This is an optimization exercise on Yosys and OpenROAD, whose aim is small area, a short achievable clock period and few clock cycles, not a production implementation.
Where RTL was checked, it was by simulation tests only, not by an equivalence proof against the original.
Power is estimated from default activity; no workload was simulated.

## garnet
// fdc_engine
module fdc_engine (
    input  wire        clk,
    input  wire        rst,
    input  wire        cmd_valid,
    output wire        cmd_ready,
    input  wire [31:0] cmd_word,
    input  wire [31:0] cmd_arg,
    input  wire        cmd_empty,
    input  wire        in_valid,
    output wire        in_ready,
    input  wire [7:0]  in_data,
    input  wire        in_last,
    output wire        out_valid,
    input  wire        out_ready,
    output wire [7:0]  out_data,
    output wire        done,
    output wire [7:0]  status
);
Size: roughly 1200 cells after synthesis, roughly 310 flip-flops, ~99 I/O pins, about 13000 um2 of cells after synthesis.
clock: 3.6 ns
lec_check: 0
cap_margin: 20
core_margin: 2
core_utilization: 40
place_density: 0.6
setup_slack_margin: 1.7
slew_margin: 20
synth_hierarchical: 1
standard.sh (not shown) runs the stock make flow with config.mk's settings and CLKGATE_MAP_FILE= SYNTH_SCRIPT=/design/flow/synth_recipe.tcl, a recipe that flattens the netlist after the stock synthesis.
==> flow/flow/run.sh <==
#!/bin/bash
# Own layout flow: the standard ORFS flow, with the port buffers made
# from sky130_fd_sc_hd__buf_2 instead of the default delay-buffer family, and
# the timing repair free to change a cell's footprint. Everything else
# (synthesis, floorplan, power grid, CTS, routing) is the standard flow.
set -euo pipefail
W=$PWD
cat > "$W/own.mk" <<EOM
include $W/config.mk
export BUFFER_PORTS_ARGS = -buffer_cell sky130_fd_sc_hd__buf_2
export MATCH_CELL_FOOTPRINT = 0
EOM
sed "s#DESIGN_CONFIG=[^ ]*#DESIGN_CONFIG=$W/own.mk#" standard.sh > "$W/own_standard.sh"
bash "$W/own_standard.sh" > "$W/own_flow.log" 2>&1
Having completed the whole flow, garnet delivered a layout that passed the timing, DRC and antenna checks.
--- input diff garnet..yarrow ---
-- flow/design.v --
<<< garnet, line 64
    assign hit = |(sel & v);
endmodule
module fdc_sel16 (
    input  wire [15:0] sel,
>>> yarrow, line 64
    assign hit = |(sel & v);
endmodule
module fdc_miss8 (
    input  wire [7:0] sel,
    input  wire [7:0] v,
    output wire       miss
);
    wire [1:0] h;
    fdc_sel4 u0 (.sel(sel[3:0]), .v(v[3:0]), .hit(h[0]));
    fdc_sel4 u1 (.sel(sel[7:4]), .v(v[7:4]), .hit(h[1]));
    assign miss = !(h[0] || h[1]);
endmodule
module fdc_sel16 (
    input  wire [15:0] sel,
<<< garnet, line 69
    output wire        hit
);
    wire [3:0] h;
    fdc_sel4 u0 (.sel(sel[3:0]),   .v(v[3:0]),   .hit(h[0]));
    fdc_sel4 u1 (.sel(sel[7:4]),   .v(v[7:4]),   .hit(h[1]));
    fdc_sel4 u2 (.sel(sel[11:8]),  .v(v[11:8]),  .hit(h[2]));
    fdc_sel4 u3 (.sel(sel[15:12]), .v(v[15:12]), .hit(h[3]));
    assign hit = |h;
endmodule
module fdc_odsel (
>>> yarrow, line 79
    output wire        hit
);
    wire [1:0] m;
    fdc_miss8 u0 (.sel(sel[7:0]),  .v(v[7:0]),  .miss(m[0]));
    fdc_miss8 u1 (.sel(sel[15:8]), .v(v[15:8]), .miss(m[1]));
    assign hit = !(m[0] && m[1]);
endmodule
module fdc_odsel (
<<< garnet, line 191
        end
    endgenerate
    wire [3:0] rowm_n = rowm_g & {4{cfg_en}};
    wire p_last = |rowm;
    wire [15:0] crc_next;
    fdc_crcstep u_crc (.c({acc8, od}), .b(in_data), .n(crc_next));
>>> yarrow, line 199
        end
    endgenerate
    wire [3:0] rowm_n = rowm_g;
    wire p_last = cfg_en && |rowm;
    wire [15:0] crc_next;
    fdc_crcstep u_crc (.c({acc8, od}), .b(in_data), .n(crc_next));
Notes after the runs:
Final cell area excluding filler cells (lower): garnet
Diff garnet -> yarrow | number of CTS-inserted buffers | up by a few percent
Going from garnet to yarrow, final period demand of the worst path -0.12 ns; share of layout cells above drive strength 1 -0.41 points; path depth of the worst reg2reg path -1.
As far as flip-flop and latch count goes, garnet and yarrow are indistinguishable; the numbers are identical.
Diff garnet..yarrow | count of unresolved DRC violations after routing | unchanged
Critical path class = flop to flop: yarrow; critical path class = input pin to flop: garnet
Function was not checked in any run of this note: the RTL went through the layout flow alone.

========
rev 12:
fdc_engine, a different RTL version from the one above (not shown whole).
For scale: roughly 1,300 cells after synthesis, ~99 I/O pins, ~13,000 um^2 of cells after synthesis.
==> flow/config.mk <==
export PLATFORM = sky130hd
export DESIGN_NAME = fdc_engine
export DESIGN_NICKNAME = fdc_engine
export VERILOG_FILES = /design/flow/design.v
export SDC_FILE = /design/flow/constraint.sdc
export NUM_CORES = 4
export LEC_CHECK = 0
export CAP_MARGIN = 20
export CORE_MARGIN = 2
export CORE_UTILIZATION = 40
export CTS_CLUSTER_DIAMETER = 65
export CTS_CLUSTER_SIZE = 40
export PLACE_DENSITY = 0.6
export SETUP_SLACK_MARGIN = 1.6
export SLEW_MARGIN = 20
export SYNTH_HIERARCHICAL = 1
==> flow/constraint.sdc <==
create_clock -name core_clock -period 3.6 [get_ports {clk}]
set_input_delay 0.7200 -clock core_clock [delete_from_list [all_inputs] [get_ports {clk}]]
set_output_delay 0.7200 -clock core_clock [all_outputs]
set_load 0.01 [all_outputs]
Scripts as last shown in full above: flow/flow/run.sh
[inputs] rev 13 vs rev 12
-- flow/design.v --
<<< rev 12, line 191
    wire [15:0] dhi = 16'd1 << in_data[7:4];
    reg  pat_clr;
    reg  pat_we;
    wire pat_keep = !pat_clr;
    wire [15:0] wlo = 16'd1 << lb[3:0];
    wire [15:0] whi = 16'd1 << lb[7:4];
    wire [15:0] dhi_we = whi & {16{pat_we}};
    genvar gi;
    generate
>>> rev 13, line 191
    wire [15:0] dhi = 16'd1 << in_data[7:4];
    reg  pat_clr;
    wire pat_keep = !pat_clr;
    wire pat_we   = !rst && in_fire && k_set;
    wire [15:0] dhi_we = dhi & {16{pat_we}};
    genvar gi;
    generate
<<< rev 12, line 203
                .keep (pat_keep),
                .wa   (dhi_we[gi / 16]),
                .wb   (wlo[gi % 16]),
                .q    (cfg_pat[gi])
            );
>>> rev 13, line 201
                .keep (pat_keep),
                .wa   (dhi_we[gi / 16]),
                .wb   (dlo[gi % 16]),
                .q    (cfg_pat[gi])
            );
<<< rev 12, line 343
        end
        pat_clr <= rst || (cmd_fire && c_ok && (c_set || c_rst));
        pat_we  <= !rst && in_fire && k_set;
        od    <= od_n;
        fresh <= fresh_n;
>>> rev 13, line 341
        end
        pat_clr <= rst || (cmd_fire && c_ok && (c_set || c_rst));
        od    <= od_n;
        fresh <= fresh_n;
Findings:
Looking at the reports, rev 13 completed the entire flow and the layout it produced met the timing, DRC and antenna checks.
Changes observed in rev 13 relative to rev 12: post-synthesis share of cell area spent on xor and xnor gates held steady; share of layout cells above drive strength 1 shrank by 1.6 points; sequential cell area fraction in the yosys report grew by 0.42 points; reported net switching power shrank by about 3%.
The core of rev 13 is less densely filled than that of rev 12.
The slowest cell on the critical path comes out nor4_2 in one run and edfxtp_1 in the other, namely in rev 12 and rev 13 respectively.
Share of total power in combinational logic sits higher in rev 13 than in rev 12.
Rev 13 has more setup slack than rev 12.
Against rev 12, the final cell area of rev 13 is lower.
Min share of the final layout cell area in sequential cells across rev 12 and rev 13: rev 12
Rev 13 vs. rev 12: time the worst path needs with I/O delays and setup went down by 0.089 ns.
Comparing rev 13 against rev 12, there is no change at all in inserted tap cell count.
| overall track demand over capacity in global routing | lower: rev 13 |
Testbench counts of rev 13, summed over its fixed seeds: cycles 15,081.
Function not checked in rev 12: the RTL went through the layout flow alone.

========
Another version of the RTL of fdc_engine (not shown whole).
Size in the first run: ~1200 cells after synthesis, about 330 flip-flops, roughly 99 I/O pins.
==> module fdc_aoi22, before the edit <==
module fdc_aoi22 (
    input  wire [1:0] sel,
    input  wire [1:0] v,
    output wire       miss
);
    assign miss = !((sel[0] && v[0]) || (sel[1] && v[1]));
endmodule
==> module fdc_sel16, before the edit <==
module fdc_sel16 (
    input  wire [15:0] sel,
    input  wire [15:0] v,
    output wire        hit
);
    wire [7:0] m;
    genvar k;
    generate
        for (k = 0; k < 8; k = k + 1) begin : g_pair
            fdc_aoi22 u_p (.sel(sel[2*k +: 2]), .v(v[2*k +: 2]), .miss(m[k]));
        end
    endgenerate
    assign hit = !(&m[3:0]) || !(&m[7:4]);
endmodule
==> flow/config.mk <==
export PLATFORM = sky130hd
export DESIGN_NAME = fdc_engine
export DESIGN_NICKNAME = fdc_engine
export VERILOG_FILES = /design/flow/design.v
export SDC_FILE = /design/flow/constraint.sdc
export NUM_CORES = 4
export LEC_CHECK = 0
export CAP_MARGIN = 20
export CORE_MARGIN = 2
export CORE_UTILIZATION = 40
export PLACE_DENSITY = 0.6
export SETUP_SLACK_MARGIN = 1.5
export SLEW_MARGIN = 20
export SYNTH_HIERARCHICAL = 1
==> flow/constraint.sdc <==
create_clock -name core_clock -period 3.6 [get_ports {clk}]
set_input_delay 0.7200 -clock core_clock [delete_from_list [all_inputs] [get_ports {clk}]]
set_output_delay 0.7200 -clock core_clock [all_outputs]
set_load 0.01 [all_outputs]
run.sh (not shown) runs the stock make flow with config.mk's settings and CLKGATE_MAP_FILE= SYNTH_SCRIPT=/design/flow/synth_recipe.tcl, a recipe that flattens the netlist after the stock synthesis.
Stock flow here: none of the scripts above is used.
The starting point passed the timing, DRC and antenna checks.
Then changed:
--- a/flow/design.v
+++ b/flow/design.v
@@ -55,28 +55,26 @@
 );
     always @(posedge clk)
         q <= (q && keep) || (wa && wb);
 endmodule
-module fdc_aoi22 (
-    input  wire [1:0] sel,
-    input  wire [1:0] v,
-    output wire       miss
+module fdc_sel4 (
+    input  wire [3:0] sel,
+    input  wire [3:0] v,
+    output wire       hit
 );
-    assign miss = !((sel[0] && v[0]) || (sel[1] && v[1]));
+    assign hit = |(sel & v);
 endmodule
 module fdc_sel16 (
     input  wire [15:0] sel,
     input  wire [15:0] v,
     output wire        hit
 );
-    wire [7:0] m;
-    genvar k;
-    generate
-        for (k = 0; k < 8; k = k + 1) begin : g_pair
-            fdc_aoi22 u_p (.sel(sel[2*k +: 2]), .v(v[2*k +: 2]), .miss(m[k]));
-        end
-    endgenerate
-    assign hit = !(&m[3:0]) || !(&m[7:4]);
+    wire [3:0] h;
+    fdc_sel4 u0 (.sel(sel[3:0]),   .v(v[3:0]),   .hit(h[0]));
+    fdc_sel4 u1 (.sel(sel[7:4]),   .v(v[7:4]),   .hit(h[1]));
+    fdc_sel4 u2 (.sel(sel[11:8]),  .v(v[11:8]),  .hit(h[2]));
+    fdc_sel4 u3 (.sel(sel[15:12]), .v(v[15:12]), .hit(h[3]));
+    assign hit = |h;
 endmodule
 module fdc_odsel (
     input  wire [7:0] sum,
     input  wire [7:0] crc,
- The changed run passed the timing, DRC and antenna checks
- global-route usage hardly moves
- die area falls by a few percent
- worst setup slack got worse by 60 ps
- synthesized area falls by a few percent
- fmax shrinks by a few percent
- utilization drops by 0.16 points
- via count goes up slightly
- register-to-register slack gets better by 30 ps
- combinational power fell slightly
- final area is lower by a few percent
- sequential power is about the same
Testbench counts after the change, summed over its fixed seeds: cycles 15,081.
Only the layout flow was run in the first run of this note; the RTL was not checked for function there.

========
## job 101
fdc_engine, a different RTL version from the one above (not shown whole).
Size in the first run: roughly 1300 cells after synthesis, ~310 flip-flops.
export LEC_CHECK = 0
export CAP_MARGIN = 20
export CORE_MARGIN = 2
export CORE_UTILIZATION = 40
export PLACE_DENSITY = 0.6
export SETUP_SLACK_MARGIN = 1.5
export SLEW_MARGIN = 20
export SYNTH_HIERARCHICAL = 1
create_clock -name core_clock -period 3.6 [get_ports {clk}]
standard.sh (not shown) runs the stock make flow with config.mk's settings and CLKGATE_MAP_FILE= SYNTH_SCRIPT=/design/flow/synth_recipe.tcl, a recipe that flattens the netlist after the stock synthesis.
Scripts as last shown in full above: flow/flow/run.sh
Both conditions hold for job 101: the flow ran to the end and the final layout passed the timing, DRC and antenna checks.
Relative to job 101, the following input files were edited for job 102:
diff --git a/flow/design.v b/flow/design.v
--- a/flow/design.v
+++ b/flow/design.v
@@ -192,30 +192,31 @@
     genvar gc;
     generate
         for (gc = 0; gc < 16; gc = gc + 1) begin : g_col
             wire [15:0] col;
             genvar gr;
             for (gr = 0; gr < 16; gr = gr + 1) begin : g_bit
                 assign col[gr] = cfg_pat[16 * gr + gc];
             end
             fdc_sel16 u_col (.sel(dhi), .v(col), .hit(row_sel[gc]));
         end
     endgenerate
+    wire [15:0] dlo_en = dlo & {16{cfg_en}};
     wire [3:0] rowm_g;
     genvar gq;
     generate
         for (gq = 0; gq < 4; gq = gq + 1) begin : g_grp
-            fdc_sel4 u_grp (.sel(dlo[4*gq +: 4]), .v(row_sel[4*gq +: 4]), .hit(rowm_g[gq]));
+            fdc_sel4 u_grp (.sel(dlo_en[4*gq +: 4]), .v(row_sel[4*gq +: 4]), .hit(rowm_g[gq]));
         end
     endgenerate
-    wire [3:0] rowm_n = rowm_g & {4{cfg_en}};
+    wire [3:0] rowm_n = rowm_g;
     wire [1:0] rowm_z;
     fdc_nor2 u_z0 (.a(rowm[0]), .b(rowm[1]), .y(rowm_z[0]));
     fdc_nor2 u_z1 (.a(rowm[2]), .b(rowm[3]), .y(rowm_z[1]));
     wire p_last = !(rowm_z[0] && rowm_z[1]);
     wire [15:0] crc_next;
     fdc_crcstep u_crc (.c({acc8, od}), .b(in_data), .n(crc_next));
     wire [7:0]  sum_next;
     fdc_add8 u_add (.a(od), .b(in_data), .s(sum_next));
     wire        crc_swap = in_last && !ord;
     wire [7:0]  crc_od   = crc_swap ? crc_next[15:8] : crc_next[7:0];
     wire [7:0]  crc_acc  = crc_swap ? crc_next[7:0]  : crc_next[15:8];
==> run notes <==
Final worst setup slack: lower on job 101
Job 102 vs job 101 on final critical-path required period: job 102 is the lower one.
Compared to job 101, job 102 has logic gate share of total power 0.3 points higher.
~same worst slack on hold paths in job 101 and job 102
Comparing job 101 and job 102, the lower final instance area was measured on job 102.
Summary of job 102 over job 101: average wire per cell in the routed design has decreased, sequential-to-total area share from yosys stat shows a reduction of 0.37 points.
| detailed router's first-iteration violation count | job 102 vs job 101 | better |
Testbench counts of job 102, summed over its fixed seeds: cycles 15,081.
The RTL of job 101 was laid out without a check of its function.

========
fdc_engine with an RTL version that a note above also has.
Size in the first run: ~99 I/O pins, ~13,000 µm² of cells after synthesis.
Settings: LEC_CHECK=0, CAP_MARGIN=20, CORE_MARGIN=2, CORE_UTILIZATION=40, PLACE_DENSITY=0.6, SETUP_SLACK_MARGIN=1.5, SLEW_MARGIN=20, SYNTH_HIERARCHICAL=1; clock period 3.6 ns.
Scripts as last shown in full above: flow/flow/run.sh
==> next run, changes <==
--- a/flow/design.v
+++ b/flow/design.v
@@ -54,43 +54,35 @@
     output reg  q
 );
     always @(posedge clk)
         q <= (q && keep) || (wa && wb);
 endmodule
 module fdc_sel4 (
     input  wire [3:0] sel,
     input  wire [3:0] v,
     output wire       hit
 );
     assign hit = |(sel & v);
 endmodule
-module fdc_miss8 (
-    input  wire [7:0] sel,
-    input  wire [7:0] v,
-    output wire       miss
-);
-    wire [1:0] h;
-    fdc_sel4 u0 (.sel(sel[3:0]), .v(v[3:0]), .hit(h[0]));
-    fdc_sel4 u1 (.sel(sel[7:4]), .v(v[7:4]), .hit(h[1]));
-    assign miss = !(h[0] || h[1]);
-endmodule
 module fdc_sel16 (
     input  wire [15:0] sel,
     input  wire [15:0] v,
     output wire        hit
 );
-    wire [1:0] m;
-    fdc_miss8 u0 (.sel(sel[7:0]),  .v(v[7:0]),  .miss(m[0]));
-    fdc_miss8 u1 (.sel(sel[15:8]), .v(v[15:8]), .miss(m[1]));
-    assign hit = !(m[0] && m[1]);
+    wire [3:0] h;
+    fdc_sel4 u0 (.sel(sel[3:0]),   .v(v[3:0]),   .hit(h[0]));
+    fdc_sel4 u1 (.sel(sel[7:4]),   .v(v[7:4]),   .hit(h[1]));
+    fdc_sel4 u2 (.sel(sel[11:8]),  .v(v[11:8]),  .hit(h[2]));
+    fdc_sel4 u3 (.sel(sel[15:12]), .v(v[15:12]), .hit(h[3]));
+    assign hit = |h;
 endmodule
 module fdc_odsel (
     input  wire [7:0] sum,
     input  wire [7:0] crc,
     input  wire [7:0] rest,
     input  wire       s_sum,
     input  wire       s_crc,
     output wire [7:0] q
 );
     assign q = ({8{s_sum}} & sum) | ({8{s_crc}} & crc) | rest;
 endmodule
 module fdc_engine (
@@ -127,25 +119,25 @@
     reg        fin1;          
     reg        irdy;          
     reg        k_stuff, k_unst, k_mod, k_crc, k_set;
     reg        ord;           
     reg        s_err;         
     reg        s_opd;         
     reg [7:0]  acc8;          
     reg        t2;            
     reg        ov;            
     reg [7:0]  od;            
     reg [7:0]  lb;            
     reg        sk_v;          
-    reg [3:0]  rowm;          
+    reg [15:0] rowm;          
     reg        fresh;         
     reg        pe_r;          
     reg        kept;          
     wire [7:0] c_op     = cmd_word[7:0];
     wire       c_hi0    = (cmd_word[31:9] == 23'd0);
     wire       c_b8     = cmd_word[8];
     wire       c_set    = (c_op == OP_SETSTAFF) && c_hi0 && !c_b8;
     wire       c_rst    = (c_op == OP_RESET)    && c_hi0 && !c_b8;
     wire       c_stuff  = (c_op == OP_STUFF)    && c_hi0 && !c_b8;
     wire       c_unst   = (c_op == OP_UNSTUFF)  && c_hi0 && !c_b8;
     wire       c_mod    = (c_op == OP_MOD256)   && c_hi0 && !c_b8;
     wire       c_crc    = (c_op == OP_CRC16)    && c_hi0;
@@ -182,33 +174,26 @@
     wire [15:0] row_sel;
     genvar gc;
     generate
         for (gc = 0; gc < 16; gc = gc + 1) begin : g_col
             wire [15:0] col;
             genvar gr;
             for (gr = 0; gr < 16; gr = gr + 1) begin : g_bit
                 assign col[gr] = cfg_pat[16 * gr + gc];
             end
             fdc_sel16 u_col (.sel(dhi), .v(col), .hit(row_sel[gc]));
         end
     endgenerate
-    wire [3:0] rowm_g;
-    genvar gq;
-    generate
-        for (gq = 0; gq < 4; gq = gq + 1) begin : g_grp
-            fdc_sel4 u_grp (.sel(dlo[4*gq +: 4]), .v(row_sel[4*gq +: 4]), .hit(rowm_g[gq]));
-        end
-    endgenerate
-    wire [3:0] rowm_n = rowm_g;
-    wire p_last = cfg_en && |rowm;
+    wire [15:0] rowm_n = row_sel & dlo & {16{cfg_en}};
+    wire p_last = |rowm;
     wire [15:0] crc_next;
     fdc_crcstep u_crc (.c({acc8, od}), .b(in_data), .n(crc_next));
     wire [7:0]  sum_next;
     fdc_add8 u_add (.a(od), .b(in_data), .s(sum_next));
     wire        crc_swap = in_last && !ord;
     wire [7:0]  crc_od   = crc_swap ? crc_next[15:8] : crc_next[7:0];
     wire [7:0]  crc_acc  = crc_swap ? crc_next[7:0]  : crc_next[15:8];
     wire k_byte  = k_stuff || k_unst;
     wire pe_src  = fresh ? p_last : pe_r;
     wire pe_eff  = k_stuff && ov && pe_src;
     wire u_drop  = kept && p_last && (in_data == cfg_esc);
     wire in_keep = in_fire && !u_drop;
Outcome:
- The new run ran to the end with no violations
- global-route usage rose by 0.63 points
- first-iteration DRC count rose by 18%
- total power rose by 5.4%
- final area rose by 3.2%
- via count rose by 2.7%
- die area rose by 2.6%
- synthesized area rose by 2.7%
Testbench counts after the change, summed over its fixed seeds: cycles 15,081.
The RTL of the first run of this note was laid out without a check of its function.

==> static timing again, ports no longer ideal <==
No port has a modelled driver above. Below, the same layouts with a new extraction and two added sets of constraints.
Step 1, drivers: a clkbuf_16 drives clk and a buf_2 each remaining input, both assumed.
Step 2 moves the port delays by t, midway between the first and last clock arrival at a register: inputs arrive t later, outputs are due t later. That takes back most of the time a late clock gives input paths.
Three values: ideal, step 1, step 2; two values: the first two.
| run | t (ns) | setup slack, ns | worst setup path after step 2 |
|---|---|---|---|
| garnet | 0.548 | 1.344 / 1.328 / 0.779 | input to register |
| yarrow | 0.557 | 1.459 / 1.459 / 1.098 | input to register |
| rev 12 | 0.575 | 1.556 / 1.556 / 1.087 | input to register |
| rev 13 | 0.576 | 1.645 / 1.620 / 1.084 | input to register |
| the first run of note 3 | 0.555 | 1.519 / 1.519 / 1.000 | input to register |
| the second run of note 3 | 0.568 | 1.458 / 1.482 / 0.915 | input to register |
| job 101 | 0.566 | 1.422 / 1.422 / 0.890 | input to register |
| job 102 | 0.557 | 1.482 / 1.482 / 0.960 | input to register |
| the first run of note 5 | 0.555 | 1.410 / 1.410 / 0.925 | input to register |
| the second run of note 5 | 0.564 | 1.512 / 1.510 / 0.946 | input to register |
After both steps setup and hold are still met in every run listed. For the second run of note 5, which loses most, drivers alone change the setup slack by -0.002 ns; drivers and shift together by -0.566 ns.
